Background: an optimization exercise with open tools, aiming at small area, a short achievable clock period and few clock cycles per item. Do not read the settings as production practice. Where RTL was checked, it was by simulation tests only, not by an equivalence proof against the original. The RTL of run 3 was laid out without a check of its function. Power figures rest on the tool's default switching activity, not on a simulated workload.

**design/flow/flow/run.sh**
```bash
#!/bin/bash
# The standard layout (standard.sh), with two changes of setting:
# - plain buffers (buf_2) on the input and output ports, not the delay
#   buffer that buffer_ports picks by default;
# - timing repair aimed at a setup slack of 22 ns, so that it works on the
#   paths of the period the design reaches, not only on the clock period.
# The make output goes to standard.log; ORFS's own logs are under orfs/logs.
set -euo pipefail
bash standard.sh "BUFFER_PORTS_ARGS=-buffer_cell sky130_fd_sc_hd__buf_2" SETUP_SLACK_MARGIN=22 finish > standard.log 2>&1
```
**design/flow/standard.sh**
```bash
#!/bin/bash
# synth_recipe.tcl (not shown) runs the flow's synth.tcl, then flattens the netlist and writes it again
# the make line also repeats each setting of config.mk as NAME=value (left out here)
make -C /OpenROAD-flow-scripts/flow DESIGN_CONFIG=/design/flow/config.mk WORK_HOME=/design/flow/orfs CLKGATE_MAP_FILE= SYNTH_SCRIPT=/design/flow/synth_recipe.tcl "${@:-finish}"
```
**design/flow/config.mk**
```make
export PLATFORM = sky130hd
export DESIGN_NAME = securec_core
export DESIGN_NICKNAME = securec_core
export VERILOG_FILES = /design/flow/design.v
export SDC_FILE = /design/flow/constraint.sdc
export NUM_CORES = 4
export LEC_CHECK = 0
export ABC_AREA = 1
export CAP_MARGIN = 20
export CORE_MARGIN = 2
export CORE_UTILIZATION = 40
export CTS_BUF_LIST = sky130_fd_sc_hd__clkbuf_4 sky130_fd_sc_hd__clkbuf_8
export SLEW_MARGIN = 20
```
**design/flow/constraint.sdc**
```tcl
create_clock -name core_clock -period 38.0 [get_ports {clk}]
set_input_delay 7.6000 -clock core_clock [delete_from_list [all_inputs] [get_ports {clk}]]
set_output_delay 7.6000 -clock core_clock [all_outputs]
set_load 0.01 [all_outputs]
```
**design/flow/design.v**
```verilog
module securec_core (
    input  wire       clk,
    input  wire       rst,       
    input  wire       we,        
    input  wire [4:0] addr,      
    input  wire [7:0] wdata,     
    output reg  [7:0] rdata,     
    output reg        trig       
);
    localparam [1:0] ST_FIN  = 2'd0;    
    localparam [1:0] ST_MZ   = 2'd1;    
    localparam [1:0] ST_SQR  = 2'd2;    
    localparam [1:0] ST_MUL  = 2'd3;    
    reg [1:0] st;
    reg       done;
    reg       err_mz;
    reg       err_ill;
    reg [7:0] res;        
    reg       tag_exp;    
    reg       one;        
    reg [7:0] ib0, ib1, ib2, ib3, ib4, ib5, ib6, ib7;
    function [16:0] add16;
        input [15:0] x;
        input [15:0] y;
        reg [15:0] g, p, G, P;
        begin
            g = x & y;
            p = x | y;
            G = g; P = p;
            G[1] = G[1] | (P[1] & G[0]); P[1] = P[1] & P[0];
            G[3] = G[3] | (P[3] & G[2]); P[3] = P[3] & P[2];
            G[5] = G[5] | (P[5] & G[4]); P[5] = P[5] & P[4];
            G[7] = G[7] | (P[7] & G[6]); P[7] = P[7] & P[6];
            G[9] = G[9] | (P[9] & G[8]); P[9] = P[9] & P[8];
            G[11] = G[11] | (P[11] & G[10]); P[11] = P[11] & P[10];
            G[13] = G[13] | (P[13] & G[12]); P[13] = P[13] & P[12];
            G[15] = G[15] | (P[15] & G[14]); P[15] = P[15] & P[14];
            G[2] = G[2] | (P[2] & G[1]); P[2] = P[2] & P[1];
            G[3] = G[3] | (P[3] & G[1]); P[3] = P[3] & P[1];
            G[6] = G[6] | (P[6] & G[5]); P[6] = P[6] & P[5];
            G[7] = G[7] | (P[7] & G[5]); P[7] = P[7] & P[5];
            G[10] = G[10] | (P[10] & G[9]); P[10] = P[10] & P[9];
            G[11] = G[11] | (P[11] & G[9]); P[11] = P[11] & P[9];
            G[14] = G[14] | (P[14] & G[13]); P[14] = P[14] & P[13];
            G[15] = G[15] | (P[15] & G[13]); P[15] = P[15] & P[13];
            G[4] = G[4] | (P[4] & G[3]); P[4] = P[4] & P[3];
            G[5] = G[5] | (P[5] & G[3]); P[5] = P[5] & P[3];
            G[6] = G[6] | (P[6] & G[3]); P[6] = P[6] & P[3];
            G[7] = G[7] | (P[7] & G[3]); P[7] = P[7] & P[3];
            G[12] = G[12] | (P[12] & G[11]); P[12] = P[12] & P[11];
            G[13] = G[13] | (P[13] & G[11]); P[13] = P[13] & P[11];
            G[14] = G[14] | (P[14] & G[11]); P[14] = P[14] & P[11];
            G[15] = G[15] | (P[15] & G[11]); P[15] = P[15] & P[11];
            G[8] = G[8] | (P[8] & G[7]); P[8] = P[8] & P[7];
            G[9] = G[9] | (P[9] & G[7]); P[9] = P[9] & P[7];
            G[10] = G[10] | (P[10] & G[7]); P[10] = P[10] & P[7];
            G[11] = G[11] | (P[11] & G[7]); P[11] = P[11] & P[7];
            G[12] = G[12] | (P[12] & G[7]); P[12] = P[12] & P[7];
            G[13] = G[13] | (P[13] & G[7]); P[13] = P[13] & P[7];
            G[14] = G[14] | (P[14] & G[7]); P[14] = P[14] & P[7];
            G[15] = G[15] | (P[15] & G[7]); P[15] = P[15] & P[7];
            add16[0] = x[0] ^ y[0];
            add16[15:1] = (x[15:1] ^ G[14:0]) ^ y[15:1];
            add16[16] = G[15];
        end
    endfunction
    function [15:0] mul8;
        input [7:0] a;
        input [7:0] b;
        reg [15:0] s, c;
        reg w1, w2, w3, w4, w5, w6, w7, w8, w9, w10, w11, w12, w13, w14, w15, w16, w17, w18, w19, w20, w21, w22, w23, w24, w25, w26, w27, w28, w29, w30, w31, w32, w33, w34, w35, w36, w37, w38, w39, w40, w41, w42, w43, w44, w45, w46, w47, w48, w49, w50, w51, w52, w53, w54, w55, w56, w57, w58, w59, w60, w61, w62, w63, w64, w65, w66, w67, w68, w69, w70, w71, w72, w73, w74, w75, w76, w77, w78, w79, w80, w81, w82, w83, w84;
        begin
            w1 = (a[0] & b[6]) ^ (a[1] & b[5]); w2 = (a[0] & b[6]) & (a[1] & b[5]);
            w3 = (a[0] & b[7]) ^ (a[1] & b[6]) ^ (a[2] & b[5]); w4 = ((a[0] & b[7]) & (a[1] & b[6])) | ((a[0] & b[7]) & (a[2] & b[5])) | ((a[1] & b[6]) & (a[2] & b[5]));
            w5 = (a[3] & b[4]) ^ (a[4] & b[3]); w6 = (a[3] & b[4]) & (a[4] & b[3]);
            w7 = (a[1] & b[7]) ^ (a[2] & b[6]) ^ (a[3] & b[5]); w8 = ((a[1] & b[7]) & (a[2] & b[6])) | ((a[1] & b[7]) & (a[3] & b[5])) | ((a[2] & b[6]) & (a[3] & b[5]));
            w9 = (a[4] & b[4]) ^ (a[5] & b[3]); w10 = (a[4] & b[4]) & (a[5] & b[3]);
            w11 = (a[2] & b[7]) ^ (a[3] & b[6]) ^ (a[4] & b[5]); w12 = ((a[2] & b[7]) & (a[3] & b[6])) | ((a[2] & b[7]) & (a[4] & b[5])) | ((a[3] & b[6]) & (a[4] & b[5]));
            w13 = (a[0] & b[4]) ^ (a[1] & b[3]); w14 = (a[0] & b[4]) & (a[1] & b[3]);
            w15 = (a[0] & b[5]) ^ (a[1] & b[4]) ^ (a[2] & b[3]); w16 = ((a[0] & b[5]) & (a[1] & b[4])) | ((a[0] & b[5]) & (a[2] & b[3])) | ((a[1] & b[4]) & (a[2] & b[3]));
            w17 = (a[3] & b[2]) ^ (a[4] & b[1]); w18 = (a[3] & b[2]) & (a[4] & b[1]);
            w19 = (a[2] & b[4]) ^ (a[3] & b[3]) ^ (a[4] & b[2]); w20 = ((a[2] & b[4]) & (a[3] & b[3])) | ((a[2] & b[4]) & (a[4] & b[2])) | ((a[3] & b[3]) & (a[4] & b[2]));
            w21 = (a[5] & b[1]) ^ (a[6] & b[0]) ^ w1; w22 = ((a[5] & b[1]) & (a[6] & b[0])) | ((a[5] & b[1]) & w1) | ((a[6] & b[0]) & w1);
            w23 = (a[5] & b[2]) ^ (a[6] & b[1]) ^ (a[7] & b[0]); w24 = ((a[5] & b[2]) & (a[6] & b[1])) | ((a[5] & b[2]) & (a[7] & b[0])) | ((a[6] & b[1]) & (a[7] & b[0]));
            w25 = w2 ^ w3 ^ w5; w26 = (w2 & w3) | (w2 & w5) | (w3 & w5);
            w27 = (a[6] & b[2]) ^ (a[7] & b[1]) ^ w4; w28 = ((a[6] & b[2]) & (a[7] & b[1])) | ((a[6] & b[2]) & w4) | ((a[7] & b[1]) & w4);
            w29 = w6 ^ w7 ^ w9; w30 = (w6 & w7) | (w6 & w9) | (w7 & w9);
            w31 = (a[5] & b[4]) ^ (a[6] & b[3]) ^ (a[7] & b[2]); w32 = ((a[5] & b[4]) & (a[6] & b[3])) | ((a[5] & b[4]) & (a[7] & b[2])) | ((a[6] & b[3]) & (a[7] & b[2]));
            w33 = w8 ^ w10 ^ w11; w34 = (w8 & w10) | (w8 & w11) | (w10 & w11);
            w35 = (a[3] & b[7]) ^ (a[4] & b[6]) ^ (a[5] & b[5]); w36 = ((a[3] & b[7]) & (a[4] & b[6])) | ((a[3] & b[7]) & (a[5] & b[5])) | ((a[4] & b[6]) & (a[5] & b[5]));
            w37 = (a[6] & b[4]) ^ (a[7] & b[3]) ^ w12; w38 = ((a[6] & b[4]) & (a[7] & b[3])) | ((a[6] & b[4]) & w12) | ((a[7] & b[3]) & w12);
            w39 = (a[4] & b[7]) ^ (a[5] & b[6]) ^ (a[6] & b[5]); w40 = ((a[4] & b[7]) & (a[5] & b[6])) | ((a[4] & b[7]) & (a[6] & b[5])) | ((a[5] & b[6]) & (a[6] & b[5]));
            w41 = (a[0] & b[3]) ^ (a[1] & b[2]); w42 = (a[0] & b[3]) & (a[1] & b[2]);
            w43 = (a[2] & b[2]) ^ (a[3] & b[1]) ^ (a[4] & b[0]); w44 = ((a[2] & b[2]) & (a[3] & b[1])) | ((a[2] & b[2]) & (a[4] & b[0])) | ((a[3] & b[1]) & (a[4] & b[0]));
            w45 = (a[5] & b[0]) ^ w14 ^ w15; w46 = ((a[5] & b[0]) & w14) | ((a[5] & b[0]) & w15) | (w14 & w15);
            w47 = w16 ^ w18 ^ w19; w48 = (w16 & w18) | (w16 & w19) | (w18 & w19);
            w49 = w20 ^ w22 ^ w23; w50 = (w20 & w22) | (w20 & w23) | (w22 & w23);
            w51 = w24 ^ w26 ^ w27; w52 = (w24 & w26) | (w24 & w27) | (w26 & w27);
            w53 = w28 ^ w30 ^ w31; w54 = (w28 & w30) | (w28 & w31) | (w30 & w31);
            w55 = w32 ^ w34 ^ w35; w56 = (w32 & w34) | (w32 & w35) | (w34 & w35);
            w57 = (a[7] & b[4]) ^ w36 ^ w38; w58 = ((a[7] & b[4]) & w36) | ((a[7] & b[4]) & w38) | (w36 & w38);
            w59 = (a[5] & b[7]) ^ (a[6] & b[6]) ^ (a[7] & b[5]); w60 = ((a[5] & b[7]) & (a[6] & b[6])) | ((a[5] & b[7]) & (a[7] & b[5])) | ((a[6] & b[6]) & (a[7] & b[5]));
            w61 = (a[0] & b[2]) ^ (a[1] & b[1]); w62 = (a[0] & b[2]) & (a[1] & b[1]);
            w63 = (a[2] & b[1]) ^ (a[3] & b[0]) ^ w41; w64 = ((a[2] & b[1]) & (a[3] & b[0])) | ((a[2] & b[1]) & w41) | ((a[3] & b[0]) & w41);
            w65 = w13 ^ w42 ^ w43; w66 = (w13 & w42) | (w13 & w43) | (w42 & w43);
            w67 = w17 ^ w44 ^ w45; w68 = (w17 & w44) | (w17 & w45) | (w44 & w45);
            w69 = w21 ^ w46 ^ w47; w70 = (w21 & w46) | (w21 & w47) | (w46 & w47);
            w71 = w25 ^ w48 ^ w49; w72 = (w25 & w48) | (w25 & w49) | (w48 & w49);
            w73 = w29 ^ w50 ^ w51; w74 = (w29 & w50) | (w29 & w51) | (w50 & w51);
            w75 = w33 ^ w52 ^ w53; w76 = (w33 & w52) | (w33 & w53) | (w52 & w53);
            w77 = w37 ^ w54 ^ w55; w78 = (w37 & w54) | (w37 & w55) | (w54 & w55);
            w79 = w39 ^ w56 ^ w57; w80 = (w39 & w56) | (w39 & w57) | (w56 & w57);
            w81 = w40 ^ w58 ^ w59; w82 = (w40 & w58) | (w40 & w59) | (w58 & w59);
            w83 = (a[6] & b[7]) ^ (a[7] & b[6]) ^ w60; w84 = ((a[6] & b[7]) & (a[7] & b[6])) | ((a[6] & b[7]) & w60) | ((a[7] & b[6]) & w60);
            s = 16'd0; c = 16'd0;
            s[0] = (a[0] & b[0]);
            s[1] = (a[0] & b[1]);
            c[1] = (a[1] & b[0]);
            s[2] = (a[2] & b[0]);
            c[2] = w61;
            s[3] = w62;
            c[3] = w63;
            s[4] = w64;
            c[4] = w65;
            s[5] = w66;
            c[5] = w67;
            s[6] = w68;
            c[6] = w69;
            s[7] = w70;
            c[7] = w71;
            s[8] = w72;
            c[8] = w73;
            s[9] = w74;
            c[9] = w75;
            s[10] = w76;
            c[10] = w77;
            s[11] = w78;
            c[11] = w79;
            s[12] = w80;
            c[12] = w81;
            s[13] = w82;
            c[13] = w83;
            s[14] = (a[7] & b[7]);
            c[14] = w84;
            mul8 = add16(s, c);
        end
    endfunction
    function [9:0] sub9;
        input [8:0] x;
        input [8:0] y;
        reg [8:0] g, p, G, P;
        begin
            g = x & y;
            p = x | y;
            G = g; P = p;
            G[0] = g[0] | p[0];
            G[1] = G[1] | (P[1] & G[0]); P[1] = P[1] & P[0];
            G[3] = G[3] | (P[3] & G[2]); P[3] = P[3] & P[2];
            G[5] = G[5] | (P[5] & G[4]); P[5] = P[5] & P[4];
            G[7] = G[7] | (P[7] & G[6]); P[7] = P[7] & P[6];
            G[2] = G[2] | (P[2] & G[1]); P[2] = P[2] & P[1];
            G[3] = G[3] | (P[3] & G[1]); P[3] = P[3] & P[1];
            G[6] = G[6] | (P[6] & G[5]); P[6] = P[6] & P[5];
            G[7] = G[7] | (P[7] & G[5]); P[7] = P[7] & P[5];
            G[4] = G[4] | (P[4] & G[3]); P[4] = P[4] & P[3];
            G[5] = G[5] | (P[5] & G[3]); P[5] = P[5] & P[3];
            G[6] = G[6] | (P[6] & G[3]); P[6] = P[6] & P[3];
            G[7] = G[7] | (P[7] & G[3]); P[7] = P[7] & P[3];
            G[8] = G[8] | (P[8] & G[7]); P[8] = P[8] & P[7];
            sub9[0] = ~(x[0] ^ y[0]);
            sub9[8:1] = (x[8:1] ^ G[7:0]) ^ y[8:1];
            sub9[9] = ~G[8];
        end
    endfunction
    function [7:0] modmul;
        input [7:0] a;
        input [7:0] b;
        input [7:0] n;
        reg [15:0] p;
        reg [9:0]  x, n3;
        reg [10:0] t1, t2, t3;
        reg [9:0]  u;
        begin
            p  = mul8(a, b);
            n3 = {2'b00, n} + {1'b0, n, 1'b0};
            x  = {2'b00, p[15:8]};
            u  = {1'b0, x[7:0], p[7]};
            t1[9:0] = sub9(u[8:0], ~{1'b0, n});
            x  = t1[9] ? u : {1'b0, t1[8:0]};
            u  = {1'b0, x[7:0], p[6]};
            t1[9:0] = sub9(u[8:0], ~{1'b0, n});
            x  = t1[9] ? u : {1'b0, t1[8:0]};
            u  = {1'b0, x[7:0], p[5]};
            t1[9:0] = sub9(u[8:0], ~{1'b0, n});
            x  = t1[9] ? u : {1'b0, t1[8:0]};
            u  = {1'b0, x[7:0], p[4]};
            t1[9:0] = sub9(u[8:0], ~{1'b0, n});
            x  = t1[9] ? u : {1'b0, t1[8:0]};
            u  = {1'b0, x[7:0], p[3]};
            t1[9:0] = sub9(u[8:0], ~{1'b0, n});
            x  = t1[9] ? u : {1'b0, t1[8:0]};
            u  = {1'b0, x[7:0], p[2]};
            t1[9:0] = sub9(u[8:0], ~{1'b0, n});
            x  = t1[9] ? u : {1'b0, t1[8:0]};
            u  = {1'b0, x[7:0], p[1]};
            t1[9:0] = sub9(u[8:0], ~{1'b0, n});
            x  = t1[9] ? u : {1'b0, t1[8:0]};
            u  = {1'b0, x[7:0], p[0]};
            t1[9:0] = sub9(u[8:0], ~{1'b0, n});
            x  = t1[9] ? u : {1'b0, t1[8:0]};
            modmul = x[7:0];
        end
    endfunction
    wire       cmd_write = we && (addr == 5'h00) && !trig;
    wire [7:0] mul_a     = !trig ? 8'd1 : (st[0] ? res : ib0);
    wire [7:0] mm        = modmul(mul_a, ib0, ib2);
    wire [7:0] cmp_or = (ib0 ^ 8'h69) | (ib1 ^ 8'h6E) | (ib2 ^ 8'h66) | (ib3 ^ 8'h69) |
                        (ib4 ^ 8'h6E) | (ib5 ^ 8'h65) | (ib6 ^ 8'h6F) | (ib7 ^ 8'h6E);
    wire ib_write = we && !trig && (addr[4:3] == 2'b10);
    wire [7:0] e_shr = {1'b0, ib1[7:1]};
    wire       b01   = (ib0[7:1] == 7'd0);    
    always @(posedge clk) begin
        if (ib_write) begin
            case (addr[2:0])
                3'd0: ib0 <= wdata;
                3'd1: ib1 <= wdata;
                3'd2: ib2 <= wdata;
                3'd3: ib3 <= wdata;
                3'd4: ib4 <= wdata;
                3'd5: ib5 <= wdata;
                3'd6: ib6 <= wdata;
                default: ib7 <= wdata;
            endcase
        end else if (cmd_write && wdata == 8'h01) begin
            ib0 <= mm;
            ib1 <= e_shr;
        end else if (trig && st == ST_SQR) begin
            ib0 <= mm;
            if (!ib1[0] || one) ib1 <= e_shr;
        end else if (trig && st == ST_MUL) begin
            ib1 <= e_shr;
        end
    end
    always @(posedge clk) begin
        if (rst) begin
            trig    <= 1'b0;
            done    <= 1'b0;
            err_mz  <= 1'b0;
            err_ill <= 1'b0;
        end else if (!trig) begin
            if (cmd_write) begin
                done    <= 1'b0;
                err_mz  <= 1'b0;
                err_ill <= 1'b0;
                if (wdata[7:2] != 6'd0) begin
                    err_ill <= 1'b1;
                end else begin
                    trig    <= 1'b1;
                    tag_exp <= !wdata[1];
                    st      <= ST_FIN;
                    case (wdata[1:0])
                        2'b00: res <= 8'h3E;
                        2'b01: begin
                            if (ib2 == 8'd0)
                                st <= ST_MZ;
                            else if (e_shr != 8'd0)
                                st <= ST_SQR;
                            res <= ib1[0] ? mm : 8'd1;
                            one <= !ib1[0];
                        end
                        2'b10: res <= {7'd0, cmp_or == 8'd0};
                        default: res <= cmp_or;
                    endcase
                end
            end
        end else begin
            case (st)
                ST_FIN: begin
                    trig <= 1'b0;
                    done <= 1'b1;
                end
                ST_MZ: begin
                    trig   <= 1'b0;
                    err_mz <= 1'b1;
                end
                ST_SQR: begin
                    if (b01) begin
                        if (one || !ib0[0]) res <= ib0;
                        trig <= 1'b0;
                        done <= 1'b1;
                    end else if (ib1[0]) begin
                        if (one) begin
                            res <= mm;
                            one <= 1'b0;
                            if (e_shr == 8'd0) begin
                                trig <= 1'b0;
                                done <= 1'b1;
                            end
                        end else begin
                            st <= ST_MUL;
                        end
                    end
                end
                default: begin
                    res <= mm;
                    if (e_shr == 8'd0 || b01) begin
                        trig <= 1'b0;
                        done <= 1'b1;
                    end else begin
                        st <= ST_SQR;
                    end
                end
            endcase
        end
    end
    always @(*) begin
        case (addr)
            5'h01:   rdata = {3'd0, err_ill, err_mz, err_ill | err_mz, done, trig};
            5'h02:   rdata = res;
            5'h03:   rdata = {6'b011100, tag_exp, 1'b0};
            default: rdata = 8'h00;
        endcase
    end
endmodule
```
==> summary.md, run 1 <==
| Metric | Value |
|---|---|
| Outcome | timing/DRC/antenna clean |
| Initial antenna violation count | 0 |
| Static leakage | 0.00518 uW |
| Leading cell types by total area after synthesis | edfxtp_1, nand2_1, fa_1, inv_1, nand3_1 |
| CTS tree | done |
| Max Fclk | roughly 0.062 GHz |
| Vias per Instance | approximately 5 |
| Hold Fails Final Rpt | 0 |
| Capturing element of the worst setup path | rdata[1] |
| Diode count | 0 |
| Post-route DRC | 0 |
| Non-Filler Instances | between 1,500 and 2,000 |
| Synthesized-area fraction occupied by ao, oa, aoi and oai cells | 0.0602 |
| Highest layer used for signal routing | met4 |
| Most used flip-flop cell after synthesis | edfxtp_1 |
| Accumulated negative setup slack | 0 ps |
| Number of different library cells in the post-synthesis netlist | just over 50 |
| Placer Congestion | 0.869 |
| Simple-gate share of the synthesized area | 0.412 |
| Via count of the first global-routing pass | 8,473 |
| Mux cell area share after synthesis | 0 |
| Setup slack of the most critical reg-to-reg path | around 24,000 ps |
| Combinational family with the most area after synthesis | simple AND/OR/NAND/NOR gates |
| Count of synthesis-stage warnings from yosys | 1 |
| HPWL after DPL | ~19 mm |
| Post-synth EDFFs | 76 |
| Async set-or-reset flop fraction in the synthesized netlist | 0 |
| R2R Path Start | trig$_SDFF_PP0_ |
| Power per cell area | roughly 74 nW/um2 |
| Signal arrival time at the worst endpoint | approximately 8500 ps |
| Worst Slack Setup Final | 21,860 ps |
| Post-synthesis share of cell area spent on full adders, half adders and majority gates | 0.127 |
| Post-Synth XOR/XNOR Area | 0.0279 |
| Cell row count | 56 |
| Reg-to-reg endpoint | res[5]$_DFFE_PP_ |
| Buffers from clock root to sink, at most | 2 |
| GRT Resource Usage Total | 0.205 |
| Class of the most critical setup path | in2out |
| Top-Level Pins | 25 |
| Count of pins over their slew limit | 0 |
| Most frequent standard cell in the layout excluding fill and tap cells | nand2_1 |
| Largest vdd supply drop | roughly 50 uV |
| Drt pass-1 iters | 5 |
| Proportion of synthesized chip area in sequential cells | 0.251 |
| Area share of the largest cell type after synthesis | 0.242 |
| Met1 Routed Length | between 10 and 15 mm |
| Hold Crit Class | reg2reg |
| Via count | just under 9,000 |
| Capturing element type of the critical path | primary output |
| Critical path fanouts, max | 3 |
| # fillers | 2,483 |
| Horiz. Die Dim | roughly 160 um |
| Required @ worst endpoint | 30,400 ps |
| Cell at the root of the clock tree | clkbuf_8 |
| Mapped Nets | between 1,000 and 1,500 |
| Met2 wire length | between 10 and 15 mm |
| Share of the clock period used by the worst path after layout | 0.425 |
| Final critical delay including setup and external delays | 16,140 ps |
| Timing startpoint of the critical path | addr[3] |
| Total global routing overflow | 0 |
| Worst setup skew after layout | about 5.4 ps |
| Synthesis-stage register bit count | 80 |
| Kind of start point of the critical path | input pin |
| Mean routed wirelength per cell | roughly 14 um |
| DP Area | 9820 um2 |
| Post-Route Utilization | 0.435 |
| Clock slew at the register clock pins of the worst setup and hold paths | 80 ps |
| Final std cell area, no fill | ~10,000 um2 |
| Starting DRT DRC Count | 566 |
| RSZ-0062 raised after global routing | yes |
| Worst-case reg-to-reg path depth | 90 |
| Per-instance average area after synthesis | between 6 and 7 um2 |
| Area Overhead vs Synth | 7.60% |
| Dominant cell type by area after synthesis | edfxtp_1 |
| Clock Latency Late Sink | about 360 ps |
| H-tree lvl count | 3 |
| Net count of the finished layout | about 1,500 |
| Post-synthesis cell count | 1,412 |
| Detailed-route wire length | approximately 24 mm |
| Pin count of the biggest net entering global routing | 22 |
| Number of clock sinks | 80 |
| Final setup violation count | 0 |
| Die Ht | 157 um |
| Number of antenna-violating nets in the routed design | 0 |
| Number of placed cells counting well taps | about 1,700 |
| Placeable core area | ~23,000 um2 |
| Normalized max-slew margin | 0.415 |
| Metal3 WL | about 900 um |
| Total standard cell area after synthesis | between 9000 and 10,000 um2 |
| DP Worst Slack | ~22,000 ps |
| Initial Util | 0.404 |
| Global-route wire length before repair | between 40 and 50 mm |
| Number of maximum-capacitance constraint violations | 0 |
| Commonest non-fill, non-tap cells in the layout | nand2_1, inv_1, nand3_1, nor2_1, edfxtp_1 |
| Share of final-layout standard cells stronger than drive strength 1 | 0.107 |
| Transition time at the pin with the least slew margin | approximately 870 ps |
| Die ar. | between 20,000 and 25,000 um2 |
| Number of buffers created by CTS | 9 |
| Count of port buffers added during placement | 24 |
[cells by family after synthesis]
kind of cell,after synthesis
compound gates,97
xor+xnor,30
fa+ha+maj,66
buf+inv,286
flops,80
simple gates,853
[where the power goes]
group          switching (uW)  internal, uW  leakage (uW)
clock                    30.0          43.0      0.000109
combinational             368           182       0.00435
sequential               9.21           114      0.000722
[repair_timing]
| item | in CTS | in global routing |
|---|---|---|
| endpoints found under the hold margin | 0 | 0 |
| gates resized for setup | 11 | 9 |
| pin swaps | 5 | 5 |
| setup buffers | 1 | 2 |
| setup endpoints to repair | 8 | 24 |
| hold buffers | 0 | 0 |
[cells in the mapped netlist (5+ instances only)]
library cell and instances:
nor3_1 9, nand2_1 431, xnor2_1 14, nand2_4 7, nor2_4 5, nand3b_1 5, buf_6 6, nand4_1 36
nor2_1 133, inv_2 11, a21oi_1 35, buf_2 8, inv_1 244, or2_2 5, nor2_2 7, nand3_1 150
nor4_1 12, nand2_2 30, xor2_1 16, nand3_2 14, ha_1 16, o21ai_0 26, clkbuf_1 9, o21ai_1 11
fa_1 50, edfxtp_1 76
[area by class of cell]
| class | instances | area [um2] | area share |
|---|---|---|---|
| multi-input combinational | 1046 | 5960 | 0.588 |
| timing repair buffer | 34 | 209 | 0.0206 |
| clock inverter | 6 | 109 | 0.0107 |
| tap | 319 | 399 | 0.0394 |
| inverter | 259 | 972 | 0.0959 |
| clock buffer | 9 | 124 | 0.0122 |
| sequential | 80 | 2360 | 0.233 |
[how the worst min path moves through the flow]
stage,cells after the start,start,end
final,2,done$_SDFFE_PP0P_,done$_SDFFE_PP0P_
after global routing,2,done$_SDFFE_PP0P_,done$_SDFFE_PP0P_
after CTS,2,done$_SDFFE_PP0P_,done$_SDFFE_PP0P_
after detailed placement,2,done$_SDFFE_PP0P_,done$_SDFFE_PP0P_
after global placement,2,done$_SDFFE_PP0P_,done$_SDFFE_PP0P_
after floorplan,2,err_mz$_SDFFE_PP0P_,err_mz$_SDFFE_PP0P_
[state kept, by name (all words and copies together), names as in the netlist, 8 cells and up]
register,flops
res,8
ib3,8
ib4,8
ib2,8
ib6,8
ib1,8
ib5,8
ib7,8
ib0,8
[through the flow]
stage | hold WS (ps) | power [uW]
3_5_place_dp | 469 | 671
2_1_floorplan | 433 | 567
3_3_place_gp | 472 | 666
5_1_grt | 514 | 829
6_report | 479 | 746
4_1_cts | 482 | 747
[worst max-delay path, stage by stage]
cell and delay [ps]:
buf_6 90, nor2_2 80, inv_1 50, nor2_2 110, inv_2 90, nor2_4 160
inv_2 50, o211ai_1 150, buf_2 150
[layer usage]
| metal | track usage | up-vias |
|---|---|---|
| li1 | - | 4501 |
| met3 | 0.0231 | 29 |
| met2 | 0.367 | 172 |
| met4 | 0.0446 | 0 |
| met1 | 0.265 | 4020 |
| met5 | 0 | - |
Testbench counts, summed over its fixed seeds: cycles 15,360, cmds 1,280.
==> run 2, diff against run 1 <==
--- a/design/flow/config.mk
+++ b/design/flow/config.mk
@@ -9,5 +9,4 @@
 export CAP_MARGIN = 20
 export CORE_MARGIN = 2
 export CORE_UTILIZATION = 40
-export CTS_BUF_LIST = sky130_fd_sc_hd__clkbuf_4 sky130_fd_sc_hd__clkbuf_8
 export SLEW_MARGIN = 20
==> run 2 against run 1 <==
Count of clock-buffer cells in the layout is the same. Via count is essentially flat. Clock power rose by 32%. Routed wire length about the same. Sequential power hardly changed. Flip-flop and latch count unchanged. Design area grew 1.0%. Largest power group unchanged.
==> summary.md, run 2 <==
| Metric | Value |
|---|---|
| Outcome | timing/DRC/antenna clean (unchanged) |
| Final critical delay including setup and external delays | 16,140 ps (about the same) |
| Via count | 8,729 (was 8,722) |
| Leading cell types by total area after synthesis | edfxtp_1, nand2_1, fa_1, inv_1, nand3_1 (unchanged) |
| Class of the most critical setup path | in2out (unchanged) |
| Placer Congestion | 0.869 (unchanged) |
| Share of the clock period used by the worst path after layout | 0.425 (about the same) |
| Number of clock sinks | 80 (unchanged) |
| Category of cells accounting for the largest share of critical-path delay | buffers and inverters (unchanged) |
| Die Ht | 157 um (unchanged) |
| Commonest non-fill, non-tap cells in the layout | nand2_1, inv_1, nand3_1, nor2_1, edfxtp_1 (unchanged) |
| Dominant cell type by area after synthesis | edfxtp_1 (unchanged) |
| Mapped Nets | 1,494 (unchanged) |
| Most frequent standard cell in the layout excluding fill and tap cells | nand2_1 (unchanged) |
| Post-synthesis cell count | 1,412 (unchanged) |
| Placeable core area | 23,300 um2 (unchanged) |
| Normalized max-slew margin | 0.421 (was 0.415) |
| Total standard cell area after synthesis | 9420 um2 (unchanged) |
| Per-instance average area after synthesis | 6.67 um2 (unchanged) |
| Hold Crit Class | reg2reg (unchanged) |
| Static leakage | 0.00523 uW (was 0.00518 uW) |
| Kind of start point of the critical path | input pin (unchanged) |
| CTS tree | done (unchanged) |
| Number of hold buffers added after cts | 0 (unchanged) |
| Mux cell area share after synthesis | 0 (unchanged) |
| Number of antenna-violating nets in the routed design | 0 (unchanged) |
| Pin count of the biggest net entering global routing | 22 (unchanged) |
| Simple-gate share of the synthesized area | 0.412 (unchanged) |
| Most instantiated cells after synthesis | nand2_1, inv_1, nand3_1 (unchanged) |
| P_int | 359 uW (was 338 uW) |
| Number of maximum-capacitance constraint violations | 0 (unchanged) |
| Power per cell area | 75.2 nW/um2 (was 73.6 nW/um2) |
| Synthesis-stage register bit count | 80 (unchanged) |
| Post-synthesis share of cell area spent on full adders, half adders and majority gates | 0.127 (unchanged) |
| Largest vdd supply drop | 60.2 uV (was 49.7 uV) |
| Proportion of synthesized chip area in sequential cells | 0.251 (unchanged) |
| Hold Fails Final Rpt | 0 (unchanged) |
| Share of final-layout standard cells stronger than drive strength 1 | 0.107 (unchanged) |
| Vias per Instance | 4.98 (about the same) |
| Count of pins over their slew limit | 0 (unchanged) |
| Number of different library cells in the post-synthesis netlist | 51 (unchanged) |
| Number of buffers created by CTS | 9 (unchanged) |
| GRT Resource Usage Total | 0.205 (unchanged) |
| Buffers from clock root to sink, at most | 2 (unchanged) |
| Most used flip-flop cell after synthesis | edfxtp_1 (unchanged) |
| Drt pass-1 iters | 5 (unchanged) |
| Proportion of power drawn by flip-flops and latches | 0.160 (was 0.165) |
| Share of power burned in combinational logic | 0.715 (was 0.737) |
| Capturing element type of the critical path | primary output (unchanged) |
| Net count of the finished layout | 1,512 (unchanged) |
| Area share of the largest cell type after synthesis | 0.242 (unchanged) |
| Starting DRT DRC Count | 530 (was 566) |
| Signal arrival time at the worst endpoint | 8540 ps (about the same) |
| Area occupied by registers | 2360 um2 (unchanged) |
| Switching power total | 411 uW (was 407 uW) |
| Cell at the root of the clock tree | clkbuf_16 (was clkbuf_8) |
| # fillers | 2,468 (was 2,483) |
| Count of port buffers added during placement | 24 (unchanged) |
| HPWL after DPL | 19.4 mm (unchanged) |
| WP buf/inv | 5 (unchanged) |
| Transition time at the pin with the least slew margin | 860 ps (was 869 ps) |
| Top-Level Pins | 25 (unchanged) |
| DP Area | 9820 um2 (unchanged) |
| Required @ worst endpoint | 30,400 ps (about the same) |
| Footprint of the multi-input gates | 5960 um2 (unchanged) |
| Synthesized-area fraction occupied by ao, oa, aoi and oai cells | 0.0602 (unchanged) |
| H-tree lvl count | 3 (unchanged) |
| Diode count | 0 (unchanged) |
| Global-route wire length before repair | 40.9 mm (was 40.8 mm) |
| Switching Fraction | 0.534 (was 0.546) |
| Post-route DRC | 0 (unchanged) |
| Clock slew at the register clock pins of the worst setup and hold paths | 60 ps (was 80 ps) |
| Critical path fanouts, max | 3 (unchanged) |
| Final std cell area, no fill | 10,200 um2 (was 10,100 um2) |
| Cell row count | 56 (unchanged) |
| Async set-or-reset flop fraction in the synthesized netlist | 0 (unchanged) |
| Detailed-route wire length | 24.2 mm (was 24.1 mm) |
| Final setup violation count | 0 (unchanged) |
| Cell-by-cell listing of the critical path | buf_6, nor2_2, inv_1, nor2_2, inv_2, nor2_4, inv_2, o211ai_1, buf_2 (unchanged) |
| Max Fclk | 0.0620 GHz (about the same) |
| Initial antenna violation count | 0 (unchanged) |
| Horiz. Die Dim | 157 um (unchanged) |
| Initial Util | 0.404 (unchanged) |
| Minimum hold slack | 479 ps (about the same) |
| Post-synth EDFFs | 76 (unchanged) |
| Standard cell with the maximum stage delay on the critical path | nor2_4 (unchanged) |
| Combinational family with the most area after synthesis | simple AND/OR/NAND/NOR gates (unchanged) |
| Clock Latency Late Sink | 340 ps (was 360 ps) |
| Total design power | 770 uW (was 746 uW) |
| Die ar. | 24,800 um2 (unchanged) |
| Count of synthesis-stage warnings from yosys | 1 (unchanged) |
| Clock network fraction of total power | 0.125 (was 0.098) |
| Post-Synth XOR/XNOR Area | 0.0279 (unchanged) |
| Area Overhead vs Synth | 8.67% (was 7.60%) |
| Total global routing overflow | 0 (unchanged) |
| Via count of the first global-routing pass | 8,487 (was 8,473) |
| Slowest Stage Delay on Critical Path | 160 ps (about the same) |
| Post-Route Utilization | 0.439 (was 0.435) |
| Cell with the most instances after synthesis | nand2_1 (unchanged) |
| RSZ-0062 raised after global routing | yes (unchanged) |
| Worst setup skew after layout | 5.25 ps (was 5.39 ps) |
| Mean routed wirelength per cell | 13.8 um (about the same) |
| Accumulated negative setup slack | 0 ps (unchanged) |
==> run 2: per-stage QoR <==
step	setup WS [ps]	std cells
after floorplan	22020	1412
after global placement	21630	1734
final	21860	1753
after CTS	21820	1751
after global routing	21770	1753
after detailed placement	21660	1735
==> run 2: path summary, 6_finish.rpt <==
| check | cells after the start | slack (ps) | to | start |
|---|---|---|---|---|
| worst min register to register | 2 | 480 | done$_SDFFE_PP0P_ | done$_SDFFE_PP0P_ |
| worst max register to register | 90 | 23530 | res[5]$_DFFE_PP_ | trig$_SDFF_PP0_ |
| worst max-delay path | 9 | 21860 | rdata[1] | addr[3] |
| worst min-delay path | 2 | 480 | done$_SDFFE_PP0P_ | done$_SDFFE_PP0P_ |
==> run 2: what timing repair did <==
action,in CTS,in global routing
pin swaps,5,5
setup buffers,1,2
endpoints found under the setup margin,8,24
gates resized for setup,11,9
==> run 2: power by group through the flow <==
stage / Combinational [uW] / Clock [uW] / Sequential [uW]
after floorplan: 448 / 0 / 120
after global placement: 541 / 0 / 124
after detailed placement: 547 / 0 / 124
after CTS: 550 / 97.8 / 123
after global routing: 629 / 101 / 123
final: 551 / 96.4 / 123
==> run 2: tightest hold or removal path: stages, from the launching register on <==
cell      delay, ps
dfxtp_1         300
inv_1            70
a211oi_1         60
==> run 2: cells by family (layout without fill, tap and decap cells) <==
| family | count (synthesis) | count (layout) |
|---|---|---|
| DFF | 80 | 80 |
| xor gates and xnor gates | 30 | 30 |
| adders and majority gates | 66 | 66 |
| buffers and inverters | 286 | 308 |
| AOI/OAI and AO/OA | 97 | 97 |
| and+or+nand+nor | 853 | 853 |
==> run 2: metal layers <==
metal  vias to the layer above  track usage  part of all wire
li1                       4505            -                 -
met1                      4034        0.265              0.46
met2                       153        0.366              0.49
met3                        37       0.0206             0.029
met4                         0       0.0485             0.019
met5                         -            0                 0
==> run 2: final cells by class <==
class,count,share of cell area
clock buffers,9,0.0220
clock inverters,6,0.0106
inverters,259,0.0949
multi-input cells,1046,0.582
flip-flops and latches,80,0.231
well taps,319,0.0390
repair buffers,34,0.0204
==> run 3, diff against run 2 <==
--- a/design/flow/design.v
+++ b/design/flow/design.v
@@ -219,6 +219,7 @@
     wire ib_write = we && !trig && (addr[4:3] == 2'b10);
     wire [7:0] e_shr = {1'b0, ib1[7:1]};
     wire       b01   = (ib0[7:1] == 7'd0);    
+    wire       idem  = (mm == ib0);           
     always @(posedge clk) begin
         if (ib_write) begin
             case (addr[2:0])
@@ -236,7 +237,10 @@
             ib1 <= e_shr;
         end else if (trig && st == ST_SQR) begin
             ib0 <= mm;
-            if (!ib1[0] || one) ib1 <= e_shr;
+            if (idem)
+                ib1 <= 8'd1;    
+            else if (!ib1[0] || one)
+                ib1 <= e_shr;
         end else if (trig && st == ST_MUL) begin
             ib1 <= e_shr;
         end
@@ -285,9 +289,17 @@
                 end
                 ST_SQR: begin
                     if (b01) begin
-                        if (one || !ib0[0]) res <= ib0;
+                        if (one || !ib0[0]) res <= mm;
                         trig <= 1'b0;
                         done <= 1'b1;
+                    end else if (idem) begin
+                        if (one) begin
+                            res  <= mm;
+                            trig <= 1'b0;
+                            done <= 1'b1;
+                        end else begin
+                            st <= ST_MUL;
+                        end
                     end else if (ib1[0]) begin
                         if (one) begin
                             res <= mm;
--- a/design/flow/config.mk
+++ b/design/flow/config.mk
@@ -9,4 +9,5 @@
 export CAP_MARGIN = 20
 export CORE_MARGIN = 2
 export CORE_UTILIZATION = 40
+export CTS_BUF_LIST = sky130_fd_sc_hd__clkbuf_8
 export SLEW_MARGIN = 20
==> run 3 against run 2 <==
Still clean on timing, DRC and antenna. Clock power decreased by 32%. Combinational power rose by 11%. Synthesized area up 1.9%. Setup slack gained 140 ps. Critical path depth decreased by 2. Sequential share of layout area shrank 0.63 points. Non-clock buffer count increased by 19. First-iteration DRC count up 33%. Final cell count is 3.3% higher. Power rose by 3.6%. Flip-flop and latch count did not move. Sequential power is essentially flat.
==> summary.md, run 3 <==
| Metric | Value |
|---|---|
| Number of clock sinks | 80 (unchanged) |
| Via count of the first global-routing pass | 8,835 (was 8,487) |
| Outcome | timing/DRC/antenna clean (unchanged) |
| Detailed-route wire length | 26.4 mm (was 24.2 mm) |
| Top-Level Pins | 25 (unchanged) |
| Horiz. Die Dim | 159 um (was 157 um) |
| Number of different library cells in the post-synthesis netlist | 49 (was 51) |
| Placeable core area | 23,500 um2 (was 23,300 um2) |
| Most used flip-flop cell after synthesis | edfxtp_1 (unchanged) |
| Most instantiated cells after synthesis | nand2_1, inv_1, nand3_1 (unchanged) |
| Count of port buffers added during placement | 24 (unchanged) |
| Drt pass-1 iters | 6 (was 5) |
| Largest vdd supply drop | 56.3 uV (was 60.2 uV) |
| HPWL after DPL | 20.6 mm (was 19.4 mm) |
| Via count | 9,231 (was 8,729) |
| RSZ-0062 raised after global routing | yes (unchanged) |
| CTS tree | done (unchanged) |
| Dominant cell type by area after synthesis | edfxtp_1 (unchanged) |
| Count of pins over their slew limit | 0 (unchanged) |
| Mapped Nets | 1,533 (was 1,494) |
| Pin count of the biggest net entering global routing | 21 (was 22) |
| Clock Latency Late Sink | 370 ps (was 340 ps) |
| Slowest Stage Delay on Critical Path | 180 ps (was 160 ps) |
| Library cell appearing most often on the critical path | nor2_4 |
| Number of antenna-violating nets in the routed design | 0 (unchanged) |
| Required @ worst endpoint | 30,400 ps (about the same) |
| Total standard cell area after synthesis | 9600 um2 (was 9420 um2) |
| Global-route wire length before repair | 43.3 mm (was 40.9 mm) |
| Buffers from clock root to sink, at most | 2 (unchanged) |
| Accumulated negative setup slack | 0 ps (unchanged) |
| Worst Slack Setup Final | 22,000 ps (was 21,860 ps) |
| Per-instance average area after synthesis | 6.61 um2 (was 6.67 um2) |
| Net count of the finished layout | 1,565 (was 1,512) |
| Signal arrival time at the worst endpoint | 8400 ps (was 8540 ps) |
| Count of synthesis-stage warnings from yosys | 1 (unchanged) |
| Capturing element type of the critical path | primary output (unchanged) |
| DP Worst Slack | 21,710 ps (was 21,660 ps) |
| Synthesis-stage register bit count | 80 (unchanged) |
| Area Overhead vs Synth | 9.75% (was 8.67%) |
| Final setup violation count | 0 (unchanged) |
| Minimum hold slack | 473 ps (was 479 ps) |
| Class of the most critical setup path | in2out (unchanged) |
| Static leakage | 0.00536 uW (was 0.00523 uW) |
| Commonest non-fill, non-tap cells in the layout | nand2_1, inv_1, nand3_1, nor2_1, edfxtp_1 (unchanged) |
| Mean routed wirelength per cell | 14.6 um (was 13.8 um) |
| Power per cell area | 75.7 nW/um2 (was 75.2 nW/um2) |
| Initial antenna violation count | 2 (was 0) |
| Hold Crit Class | reg2reg (unchanged) |
| Vias per Instance | 5.10 (was 4.98) |
| Cell with the most instances after synthesis | nand2_1 (unchanged) |
| Post-synthesis cell count | 1,453 (was 1,412) |
| Post-route DRC | 0 (unchanged) |
| Placer Congestion | 0.876 (was 0.869) |
| Share of final-layout standard cells stronger than drive strength 1 | 0.123 (was 0.107) |
| Transition time at the pin with the least slew margin | 779 ps (was 860 ps) |
| Worst setup skew after layout | 9.29 ps (was 5.25 ps) |
| Number of hold buffers added after cts | 0 (unchanged) |
| H-tree lvl count | 3 (unchanged) |
| Hold Fails Final Rpt | 0 (unchanged) |
| Starting DRT DRC Count | 706 (was 530) |
| Critical path fanouts, max | 5 (was 3) |
| Total global routing overflow | 0 (unchanged) |
| Number of placed cells counting well taps | 1,774 (was 1,735) |
| Die ar. | 25,300 um2 (was 24,800 um2) |
| Async set-or-reset flop fraction in the synthesized netlist | 0 (unchanged) |
| GRT Resource Usage Total | 0.209 (was 0.205) |
| Non-Filler Instances | 1,810 (was 1,753) |
| Standard cell with the maximum stage delay on the critical path | nor2_4 (unchanged) |
| Most frequent standard cell in the layout excluding fill and tap cells | nand2_1 (unchanged) |
| Share of the clock period used by the worst path after layout | 0.421 (was 0.425) |
| Area share of the largest cell type after synthesis | 0.238 (was 0.242) |
| Cell-by-cell listing of the critical path | buf_8, nor2_4, nand2_4, nor2_4, inv_2, o21ai_1, buf_2 (was buf_6, nor2_2, inv_1, nor2_2, inv_2, nor2_4, inv_2, o211ai_1, buf_2) |
| Initial Util | 0.408 (was 0.404) |
| Kind of start point of the critical path | input pin (unchanged) |
| Max Fclk | 0.0625 GHz (was 0.0620 GHz) |
| Final critical delay including setup and external delays | 16,000 ps (was 16,140 ps) |
| Clock slew at the register clock pins of the worst setup and hold paths | 80 ps (was 60 ps) |
| Number of buffers created by CTS | 9 (unchanged) |
| Proportion of synthesized chip area in sequential cells | 0.246 (was 0.251) |
| Leading cell types by total area after synthesis | edfxtp_1, nand2_1, fa_1, nand3_1, inv_1 (was edfxtp_1, nand2_1, fa_1, inv_1, nand3_1) |
| Number of maximum-capacitance constraint violations | 0 (unchanged) |
| Cell row count | 56 (unchanged) |
| Normalized max-slew margin | 0.479 (was 0.421) |
| Die Ht | 159 um (was 157 um) |
| Post-synth EDFFs | 76 (unchanged) |
| Cell at the root of the clock tree | clkbuf_8 (was clkbuf_16) |
-- run 3: worst max-delay path: cells and delay by family --
family / cells / cell delay, ps
simple gates: 3 / 370
compound gates: 1 / 120
buf+inv: 3 / 310
-- run 3: logic make-up after synthesis --
family	count (synthesis)	synth area share
buffers and inverters	279	0.118
and+or+nand+nor	881	0.411
AOI/OAI and AO/OA	111	0.0688
adders and majority gates	65	0.122
DFF	80	0.246
xor gates and xnor gates	37	0.0337
-- run 3: metal layers --
metal  vias up  share of wire  GRT usage
met5         -              0          0
met4         0          0.018     0.0570
met3        40          0.039     0.0224
met2       215           0.49      0.366
met1      4277           0.46      0.277
li1       4699              -          -
-- run 3: final cells by class --
cell class | instances | area, um2
fillers | 2477 | 13000
inverters | 247 | 931
flip-flops and latches | 80 | 2370
clock inverters | 7 | 85.1
clock buffers | 9 | 124
multi-input cells | 1094 | 6240
well taps | 319 | 399
repair buffers | 53 | 392
diodes | 1 | 2.50
-- run 3: worst paths after layout --
check,startpoint,to,slack [ps],cells after the start
worst min register to register,done$_SDFFE_PP0P_,done$_SDFFE_PP0P_,470,2
worst min-delay path,done$_SDFFE_PP0P_,done$_SDFFE_PP0P_,470,2
worst max register to register,st[0]$_DFFE_PP_,ib1[2]$_DFFE_PP_,23310,92
worst max-delay path,addr[3],rdata[6],22000,7
-- run 3: power breakdown --
group          switching [uW]  internal, uW
Combinational             418           191
Clock                    33.7          31.7
Sequential               10.2           112
-- run 3: through the flow --
stage,utilization,cell area (um2),power (uW)
floorplan,-,9600,606
global placement,0.424,9990,708
detailed placement,0.424,9990,712
CTS,0.436,10300,781
global route,0.448,10500,879
finish,0.448,10500,797
-- run 3: timing repair --
| item | 4_1_cts | 5_1_grt |
|---|---|---|
| pin swaps | 5 | 18 |
| endpoints found under the hold margin | 0 | 0 |
| setup endpoints to repair | 16 | 52 |
| buffers inserted | 1 | 18 |
| resized for setup | 17 | 40 |
==> run 4, diff against run 3 <==
--- a/design/flow/design.v
+++ b/design/flow/design.v
@@ -219,7 +219,6 @@
     wire ib_write = we && !trig && (addr[4:3] == 2'b10);
     wire [7:0] e_shr = {1'b0, ib1[7:1]};
     wire       b01   = (ib0[7:1] == 7'd0);    
-    wire       idem  = (mm == ib0);           
     always @(posedge clk) begin
         if (ib_write) begin
             case (addr[2:0])
@@ -237,10 +236,7 @@
             ib1 <= e_shr;
         end else if (trig && st == ST_SQR) begin
             ib0 <= mm;
-            if (idem)
-                ib1 <= 8'd1;    
-            else if (!ib1[0] || one)
-                ib1 <= e_shr;
+            if (!ib1[0] || one) ib1 <= e_shr;
         end else if (trig && st == ST_MUL) begin
             ib1 <= e_shr;
         end
@@ -289,17 +285,9 @@
                 end
                 ST_SQR: begin
                     if (b01) begin
-                        if (one || !ib0[0]) res <= mm;
+                        if (one || !ib0[0]) res <= ib0;
                         trig <= 1'b0;
                         done <= 1'b1;
-                    end else if (idem) begin
-                        if (one) begin
-                            res  <= mm;
-                            trig <= 1'b0;
-                            done <= 1'b1;
-                        end else begin
-                            st <= ST_MUL;
-                        end
                     end else if (ib1[0]) begin
                         if (one) begin
                             res <= mm;
==> design/flow/flow/run.sh (replaced) <==
#!/bin/bash
# The standard layout (standard.sh), with these changes of setting:
# - plain buffers (buf_2) on the input and output ports, not the delay
#   buffer that buffer_ports picks by default;
# - timing repair aimed at a setup slack of 22 ns, so that it works on the
#   paths of the period the design reaches, not only on the clock period;
# - clock tree from clkbuf_8 buffers, without dummy loads.
# The make output goes to standard.log; ORFS's own logs are under orfs/logs.
set -euo pipefail
bash standard.sh "BUFFER_PORTS_ARGS=-buffer_cell sky130_fd_sc_hd__buf_2" SETUP_SLACK_MARGIN=22 \
  "CTS_ARGS=-sink_clustering_enable -repair_clock_nets -buf_list sky130_fd_sc_hd__clkbuf_8 -dont_use_dummy_load -sink_clustering_size 30 -sink_clustering_max_diameter 100" \
  finish > standard.log 2>&1
--- a/design/flow/config.mk
+++ b/design/flow/config.mk
@@ -9,5 +9,4 @@
 export CAP_MARGIN = 20
 export CORE_MARGIN = 2
 export CORE_UTILIZATION = 40
-export CTS_BUF_LIST = sky130_fd_sc_hd__clkbuf_8
 export SLEW_MARGIN = 20
==> run 4 against run 3 <==
First-iteration DRC count decreased by 23%. Sequential power about the same. Synthesized area down 1.9%. Power shrank 9.6%. Die area is 1.8% lower. Via count shrank 5.4%. Non-clock buffer count is 19 lower. Setup slack got worse by 160 ps. Register-to-register slack improved by 230 ps. Synthesized cell count decreased by 2.8%. Highest routed layer unchanged. Global-route usage fell by 0.42 points. Clock skew rose by 3.9 ps.
==> summary.md, run 4 <==
| Metric | Value |
|---|---|
| Outcome | timing/DRC/antenna clean (unchanged) |
| Transition time at the pin with the least slew margin | 860 ps (was 779 ps) |
| Max Fclk | 0.0619 GHz (was 0.0625 GHz) |
| Mean routed wirelength per cell | 13.8 um (was 14.6 um) |
| Normalized max-slew margin | 0.421 (was 0.479) |
| Synthesis-stage register bit count | 80 (unchanged) |
| GRT Resource Usage Total | 0.205 (was 0.209) |
| Horiz. Die Dim | 157 um (was 159 um) |
| Highest layer used for signal routing | met4 (unchanged) |
| RSZ-0062 raised after global routing | yes (unchanged) |
| Placeable core area | 23,300 um2 (was 23,500 um2) |
| Worst hold path startpoint | done$_SDFFE_PP0P_ (unchanged) |
| Detailed-route wire length | 24.2 mm (was 26.4 mm) |
| CTS tree | done (unchanged) |
| Cell at the root of the clock tree | clkbuf_8 (unchanged) |
| Switching Fraction | 0.561 (was 0.580) |
| Final critical delay including setup and external delays | 16,160 ps (was 16,000 ps) |
| Minimum hold slack | 480 ps (was 473 ps) |
| Accumulated negative setup slack | 0 ps (unchanged) |
| Pin count of the biggest net entering global routing | 22 (was 21) |
| Initial antenna violation count | 0 (was 2) |
| Die Ht | 157 um (was 159 um) |
| Area Overhead vs Synth | 6.44% (was 9.75%) |
| Capturing element type of the critical path | primary output (unchanged) |
| Met1 Routed Length | 11.0 mm (was 12.0 mm) |
| Metal3 WL | 856 um (was 1.03 mm) |
| Setup slack of the most critical reg-to-reg path | 23,540 ps (was 23,310 ps) |
| Clock slew at the register clock pins of the worst setup and hold paths | 60 ps (was 80 ps) |
| Total standard cell area after synthesis | 9420 um2 (was 9600 um2) |
| Area share of the largest cell type after synthesis | 0.242 (was 0.238) |
| Share of power burned in combinational logic | 0.764 (about the same) |
| Buffers from clock root to sink, at most | 2 (unchanged) |
| Post-synth EDFFs | 76 (unchanged) |
| Clock network fraction of total power | 0.066 (was 0.082) |
| Top-Level Pins | 25 (unchanged) |
| Most used flip-flop cell after synthesis | edfxtp_1 (unchanged) |
| Via count | 8,728 (was 9,231) |
| Diode count | 0 (was 1) |
| Placer Congestion | 0.869 (was 0.876) |
| Clock Latency Late Sink | 350 ps (was 370 ps) |
| Class of the most critical setup path | in2out (unchanged) |
| Cell with the most instances after synthesis | nand2_1 (unchanged) |
| Mapped Nets | 1,494 (was 1,533) |
| Most frequent standard cell in the layout excluding fill and tap cells | nand2_1 (unchanged) |
| Proportion of power drawn by flip-flops and latches | 0.170 (was 0.154) |
| Dominant cell type by area after synthesis | edfxtp_1 (unchanged) |
| Starting DRT DRC Count | 545 (was 706) |
| Total global routing overflow | 0 (unchanged) |
| Critical path fanouts, max | 3 (was 5) |
| Signal arrival time at the worst endpoint | 8560 ps (was 8400 ps) |
| Count of pins over their slew limit | 0 (unchanged) |
| Static leakage | 0.00514 uW (was 0.00536 uW) |
| Required @ worst endpoint | 30,400 ps (about the same) |
| Global-route wire length before repair | 40.8 mm (was 43.3 mm) |
| Hold Crit Class | reg2reg (unchanged) |
| Final setup violation count | 0 (unchanged) |
| Net count of the finished layout | 1,512 (was 1,565) |
| Commonest non-fill, non-tap cells in the layout | nand2_1, inv_1, nand3_1, nor2_1, edfxtp_1 (unchanged) |
| Vias per Instance | 5.00 (was 5.10) |
| Number of antenna-violating nets in the routed design | 0 (unchanged) |
| Number of clock sinks | 80 (unchanged) |
| Number of buffers created by CTS | 9 (unchanged) |
| Post-synthesis cell count | 1,412 (was 1,453) |
| Proportion of synthesized chip area in sequential cells | 0.251 (was 0.246) |
| Number of different library cells in the post-synthesis netlist | 51 (was 49) |
| Most instantiated cells after synthesis | nand2_1, inv_1, nand3_1 (unchanged) |
| Hold Fails Final Rpt | 0 (unchanged) |
| Number of hold buffers added after cts | 0 (unchanged) |
| R2R Path Start | trig$_SDFF_PP0_ (was st[0]$_DFFE_PP_) |
| Largest vdd supply drop | 51.3 uV (was 56.3 uV) |
| Kind of start point of the critical path | input pin (unchanged) |
| Number of maximum-capacitance constraint violations | 0 (unchanged) |
| Worst setup skew after layout | 13.2 ps (was 9.29 ps) |
| Post-route DRC | 0 (unchanged) |
| Async set-or-reset flop fraction in the synthesized netlist | 0 (unchanged) |
| Switching power total | 404 uW (was 462 uW) |
| HPWL after DPL | 19.4 mm (was 20.6 mm) |
| Met2 wire length | 11.9 mm (was 12.9 mm) |
| Die ar. | 24,800 um2 (was 25,300 um2) |
| Via count of the first global-routing pass | 8,465 (was 8,835) |
| Timing startpoint of the critical path | addr[3] (unchanged) |
| H-tree lvl count | 3 (unchanged) |
| Share of the clock period used by the worst path after layout | 0.425 (was 0.421) |
| Power per cell area | 71.9 nW/um2 (was 75.7 nW/um2) |
| Count of synthesis-stage warnings from yosys | 1 (unchanged) |
| Share of final-layout standard cells stronger than drive strength 1 | 0.104 (was 0.123) |
| Per-instance average area after synthesis | 6.67 um2 (was 6.61 um2) |
| P_int | 317 uW (was 335 uW) |
| Drt pass-1 iters | 5 (was 6) |
| Count of port buffers added during placement | 24 (unchanged) |
| Cell row count | 56 (unchanged) |
| Initial Util | 0.404 (was 0.408) |
| Leading cell types by total area after synthesis | edfxtp_1, nand2_1, fa_1, inv_1, nand3_1 (was edfxtp_1, nand2_1, fa_1, nand3_1, inv_1) |
[run 4: changes by cell type in the layout (fill, tap and decap cells not counted), moves of 5 or more]
cell | before | now
inv_2 | 23 | 14
nand3b_1 | 11 | 5
nand2_1 | 436 | 428
nor3_1 | 14 | 8
buf_2 | 18 | 23
xor2_1 | 25 | 16
o21ai_0 | 32 | 24
nand3_1 | 180 | 150
inv_1 | 218 | 241
nand4_1 | 23 | 36
buf_4 | 28 | 9
[run 4: final timing paths]
check | to | cells after the start
setup / recovery | rdata[1] | 9
hold / removal | done$_SDFFE_PP0P_ | 2
setup reg to reg | res[5]$_DFFE_PP_ | 90
hold reg to reg | done$_SDFFE_PP0P_ | 2
[run 4: cell families (layout without fill, tap and decap cells)]
logic type                 count (synthesis)  after routing  share of synthesized area
and+or+nand+nor                          853            853                      0.412
buffers and inverters                    286            302                      0.121
AOI/OAI and AO/OA                         97             97                     0.0602
DFF                                       80             80                      0.251
adders and majority gates                 66             66                      0.127
xor gates and xnor gates                  30             30                     0.0279
[run 4: worst max-delay path, stage by stage]
cell and delay (ps):
buf_6 90, nor2_2 80, inv_1 50, nor2_2 110, inv_2 90, nor2_4 170
inv_2 50, o211ai_1 160, buf_2 150
[run 4: layout make-up]
cell class | count | area (um2)
Fill cell | 2491 | 13300
Multi-Input combinational cell | 1046 | 5960
Sequential cell | 80 | 2360
Inverter | 259 | 972
Tap cell | 319 | 399
Timing Repair Buffer | 34 | 209
Clock buffer | 9 | 124
[run 4: per-layer routing]
metal / track usage / up-vias
met2: 0.367 / 168
met1: 0.265 / 4037
li1: - / 4492
met4: 0.0433 / 0
met5: 0 / -
met3: 0.0264 / 31
[run 4: stage by stage]
step	instance area, um2	cells	worst slack [ps]	power [uW]	utilization
5_1_grt	10000	1747	21770	804	0.430
3_5_place_dp	9820	1735	21660	671	0.421
3_3_place_gp	9820	1734	21630	666	0.421
6_report	10000	1747	21840	721	0.430
2_1_floorplan	9430	1412	22020	567	-
4_1_cts	9980	1745	21820	721	0.428
[run 4: timing repair]
| item | 4_1_cts | 5_1_grt |
|---|---|---|
| gates resized for setup | 11 | 9 |
| setup buffers | 1 | 2 |
| pin swaps | 5 | 5 |
| setup endpoints to repair | 8 | 24 |
[run 4: power by group through the flow]
stage | logic, uW | clock network (uW) | registers (uW)
floorplan | 448 | 0 | 120
CTS | 550 | 48.4 | 122
global placement | 541 | 0 | 124
global route | 629 | 51.6 | 123
detailed placement | 547 | 0 | 124
finish | 551 | 47.3 | 123
Testbench counts of run 4, summed over its fixed seeds: cycles 15,360, cmds 1,280.
==> run 5, diff against run 4 <==
--- a/design/flow/flow/run.sh
+++ b/design/flow/flow/run.sh
@@ -8,5 +8,5 @@
 # The make output goes to standard.log; ORFS's own logs are under orfs/logs.
 set -euo pipefail
 bash standard.sh "BUFFER_PORTS_ARGS=-buffer_cell sky130_fd_sc_hd__buf_2" SETUP_SLACK_MARGIN=22 \
-  "CTS_ARGS=-sink_clustering_enable -repair_clock_nets -buf_list sky130_fd_sc_hd__clkbuf_8 -dont_use_dummy_load -sink_clustering_size 30 -sink_clustering_max_diameter 100" \
+  "CTS_ARGS=-sink_clustering_enable -repair_clock_nets -buf_list sky130_fd_sc_hd__clkbuf_8 -dont_use_dummy_load" \
   finish > standard.log 2>&1
==> run 5 against run 4 <==
Largest power group unchanged. Sequential power barely moved. Via count stayed put. Critical path depth unchanged. Clock skew unchanged. Routed wire length unchanged. First-iteration DRC count did not move. Non-clock buffer count stayed put. Synthesized cell count unchanged. Critical path type unchanged. Maximum frequency did not move. Power is the same. Utilization unchanged. Still clean.
==> summary.md, run 5 <==
| Metric | Value |
|---|---|
| Die Ht | 157 um (unchanged) |
| Buffers from clock root to sink, at most | 2 (unchanged) |
| GRT Resource Usage Total | 0.205 (unchanged) |
| Initial Util | 0.404 (unchanged) |
| Worst Slack Setup Final | 21,840 ps (unchanged) |
| Area Overhead vs Synth | 6.44% (unchanged) |
| Largest vdd supply drop | 51.3 uV (unchanged) |
| HPWL after DPL | 19.4 mm (unchanged) |
| H-tree lvl count | 3 (unchanged) |
| Proportion of synthesized chip area in sequential cells | 0.251 (unchanged) |
| Commonest non-fill, non-tap cells in the layout | nand2_1, inv_1, nand3_1, nor2_1, edfxtp_1 (unchanged) |
| Accumulated negative setup slack | 0 ps (unchanged) |
| Via count | 8,728 (unchanged) |
| Number of different library cells in the post-synthesis netlist | 51 (unchanged) |
| Standard cell with the maximum stage delay on the critical path | nor2_4 (unchanged) |
| Clock network fraction of total power | 0.066 (about the same) |
| P_int | 317 uW (unchanged) |
| Pin count of the biggest net entering global routing | 22 (unchanged) |
| Starting DRT DRC Count | 545 (unchanged) |
| Mean routed wirelength per cell | 13.8 um (unchanged) |
| Cell with the most instances after synthesis | nand2_1 (unchanged) |
| Placeable core area | 23,300 um2 (unchanged) |
| # fillers | 2,491 (unchanged) |
| Async set-or-reset flop fraction in the synthesized netlist | 0 (unchanged) |
| Critical path fanouts, max | 3 (unchanged) |
| Number of buffers created by CTS | 9 (unchanged) |
| Via count of the first global-routing pass | 8,465 (unchanged) |
| Mux cell area share after synthesis | 0 (unchanged) |
| Global-route wire length before repair | 40.8 mm (unchanged) |
| Synthesis-stage register bit count | 80 (unchanged) |
| Drt pass-1 iters | 5 (unchanged) |
| Vias per Instance | 5.00 (unchanged) |
| Post-synth EDFFs | 76 (unchanged) |
| Post-synthesis share of cell area spent on full adders, half adders and majority gates | 0.127 (unchanged) |
| Combinational family with the most area after synthesis | simple AND/OR/NAND/NOR gates (unchanged) |
| Most frequent standard cell in the layout excluding fill and tap cells | nand2_1 (unchanged) |
| Simple-gate share of the synthesized area | 0.412 (unchanged) |
| Switching power total | 404 uW (unchanged) |
| Required @ worst endpoint | 30,400 ps (about the same) |
| Outcome | timing/DRC/antenna clean (unchanged) |
| Transition time at the pin with the least slew margin | 860 ps (unchanged) |
| Diode count | 0 (unchanged) |
| Proportion of power drawn by flip-flops and latches | 0.170 (about the same) |
| Placer Congestion | 0.869 (unchanged) |
| Leading cell types by total area after synthesis | edfxtp_1, nand2_1, fa_1, inv_1, nand3_1 (unchanged) |
| Cell-by-cell listing of the critical path | buf_6, nor2_2, inv_1, nor2_2, inv_2, nor2_4, inv_2, o211ai_1, buf_2 (unchanged) |
| Top-Level Pins | 25 (unchanged) |
| DP Worst Slack | 21,660 ps (unchanged) |
| Die ar. | 24,800 um2 (unchanged) |
| Cell at the root of the clock tree | clkbuf_8 (unchanged) |
| Max Fclk | 0.0619 GHz (unchanged) |
| Post-synthesis cell count | 1,412 (unchanged) |
| Post-Synth XOR/XNOR Area | 0.0279 (unchanged) |
| Count of pins over their slew limit | 0 (unchanged) |
| Hold Fails Final Rpt | 0 (unchanged) |
| Worst setup skew after layout | 13.2 ps (unchanged) |
| Cell row count | 56 (unchanged) |
| Total standard cell area after synthesis | 9420 um2 (unchanged) |
| Detailed-route wire length | 24.2 mm (unchanged) |
| Slowest Stage Delay on Critical Path | 170 ps (about the same) |
| Capturing element type of the critical path | primary output (unchanged) |
| CTS tree | done (unchanged) |
| RSZ-0062 raised after global routing | yes (unchanged) |
| Mapped Nets | 1,494 (unchanged) |
| Area share of the largest cell type after synthesis | 0.242 (unchanged) |
| Number of hold buffers added after cts | 0 (unchanged) |
| Most instantiated cells after synthesis | nand2_1, inv_1, nand3_1 (unchanged) |
| Signal arrival time at the worst endpoint | 8560 ps (about the same) |
| Final critical delay including setup and external delays | 16,160 ps (unchanged) |
| Static leakage | 0.00514 uW (unchanged) |
| Number of placed cells counting well taps | 1,735 (unchanged) |
| Number of maximum-capacitance constraint violations | 0 (unchanged) |
| Count of synthesis-stage warnings from yosys | 1 (unchanged) |
| Initial antenna violation count | 0 (unchanged) |
| Share of power burned in combinational logic | 0.764 (about the same) |
| Clock slew at the register clock pins of the worst setup and hold paths | 60 ps (about the same) |
| Clock Latency Late Sink | 350 ps (about the same) |
| Dominant cell type by area after synthesis | edfxtp_1 (unchanged) |
| Total global routing overflow | 0 (unchanged) |
| Horiz. Die Dim | 157 um (unchanged) |
| Switching Fraction | 0.561 (unchanged) |
| Post-route DRC | 0 (unchanged) |
| Kind of start point of the critical path | input pin (unchanged) |
| Hold Crit Class | reg2reg (unchanged) |
| Normalized max-slew margin | 0.421 (unchanged) |
| Most used flip-flop cell after synthesis | edfxtp_1 (unchanged) |
| Number of antenna-violating nets in the routed design | 0 (unchanged) |
| Final setup violation count | 0 (unchanged) |
| Share of final-layout standard cells stronger than drive strength 1 | 0.104 (unchanged) |
| Power per cell area | 71.9 nW/um2 (unchanged) |
| Synthesized-area fraction occupied by ao, oa, aoi and oai cells | 0.0602 (unchanged) |
| Count of port buffers added during placement | 24 (unchanged) |
| Net count of the finished layout | 1,512 (unchanged) |
| Share of the clock period used by the worst path after layout | 0.425 (unchanged) |
| Class of the most critical setup path | in2out (unchanged) |
| Number of clock sinks | 80 (unchanged) |
| Per-instance average area after synthesis | 6.67 um2 (unchanged) |
| Non-Filler Instances | 1,747 (unchanged) |
-- run 5: cell counts after synthesis --
Identical to the previous run, type by type.
-- run 5: what timing repair did --
item / CTS / global route
pin swaps: 5 / 5
gates resized for setup: 11 / 9
buffers inserted: 1 / 2
setup endpoints to repair: 8 / 24
-- run 5: area by class of cell --
cell class	instances	area (um2)	area share
Multi-Input combinational cell	1046	5960	0.594
Timing Repair Buffer	34	209	0.0208
Sequential cell	80	2360	0.236
Clock buffer	9	124	0.0124
Tap cell	319	399	0.0398
Inverter	259	972	0.0969
-- run 5: path summary, 6_finish.rpt --
check | to | from | cells past startpoint | slack (ps)
worst min-delay path | done$_SDFFE_PP0P_ | done$_SDFFE_PP0P_ | 2 | 480
worst max-delay path | rdata[1] | addr[3] | 9 | 21840
worst max register to register | res[5]$_DFFE_PP_ | trig$_SDFF_PP0_ | 90 | 23540
worst min register to register | done$_SDFFE_PP0P_ | done$_SDFFE_PP0P_ | 2 | 480
-- run 5: per-layer routing --
metal  vias to the layer above  part of all wire  global-route usage
li1                       4492                 -                   -
met5                         -                 0                   0
met2                       168              0.49               0.367
met4                         0             0.016              0.0433
met1                      4037              0.45               0.265
met3                        31             0.035              0.0264
-- run 5: critical path, delay by kind of cell --
family	cells	cell delay (ps)
AOI/OAI and AO/OA	1	160
buffers and inverters	5	430
and+or+nand+nor	3	360
-- run 5: power by group through the flow --
stage / Combinational [uW] / Clock, uW / Sequential, uW
3_3_place_gp: 541 / 0 / 124
5_1_grt: 629 / 51.6 / 123
4_1_cts: 550 / 48.4 / 122
3_5_place_dp: 547 / 0 / 124
2_1_floorplan: 448 / 0 / 120
6_report: 551 / 47.3 / 123
-- run 5: cell families after synthesis --
kind of cell,count (synthesis)
fa+ha+maj,66
simple gates,853
xor+xnor,30
flops,80
buf+inv,286
compound gates,97
-- run 5: stage by stage --
step	power, uW	area (um2)	util	hold WS (ps)
after floorplan	567	9430	-	433
after global placement	666	9820	0.421	472
after CTS	721	9980	0.428	479
after global routing	804	10000	0.430	512
final	721	10000	0.430	480
after detailed placement	671	9820	0.421	469

==> separate check: timing with driven ports <==
The results above use ideal ports. As a check the final layouts listed here were re-extracted and re-timed, cells and wires unchanged. Step 1: set_driving_cell puts a clkbuf_16 on clk and a buf_2 on each other input, an assumption about the parent block. Step 2 times the ports against the registers' clock, not the clock port: input delays grow and output delays shrink by t, the midpoint of the rising clock arrivals with the driver on. a / b / c = no drivers / after step 1 / after step 2; a / b = the first two.
run	t, ns	setup slack, ns
run 1	0.385	21.858 / 21.823 / 21.823
run 2	0.368	21.859 / 21.824 / 21.824
run 3	0.396	22.001 / 21.949 / 21.949
run 4	0.378	21.844 / 21.809 / 21.809
run 5	0.378	21.844 / 21.809 / 21.809
After both steps every run listed still meets setup and hold.
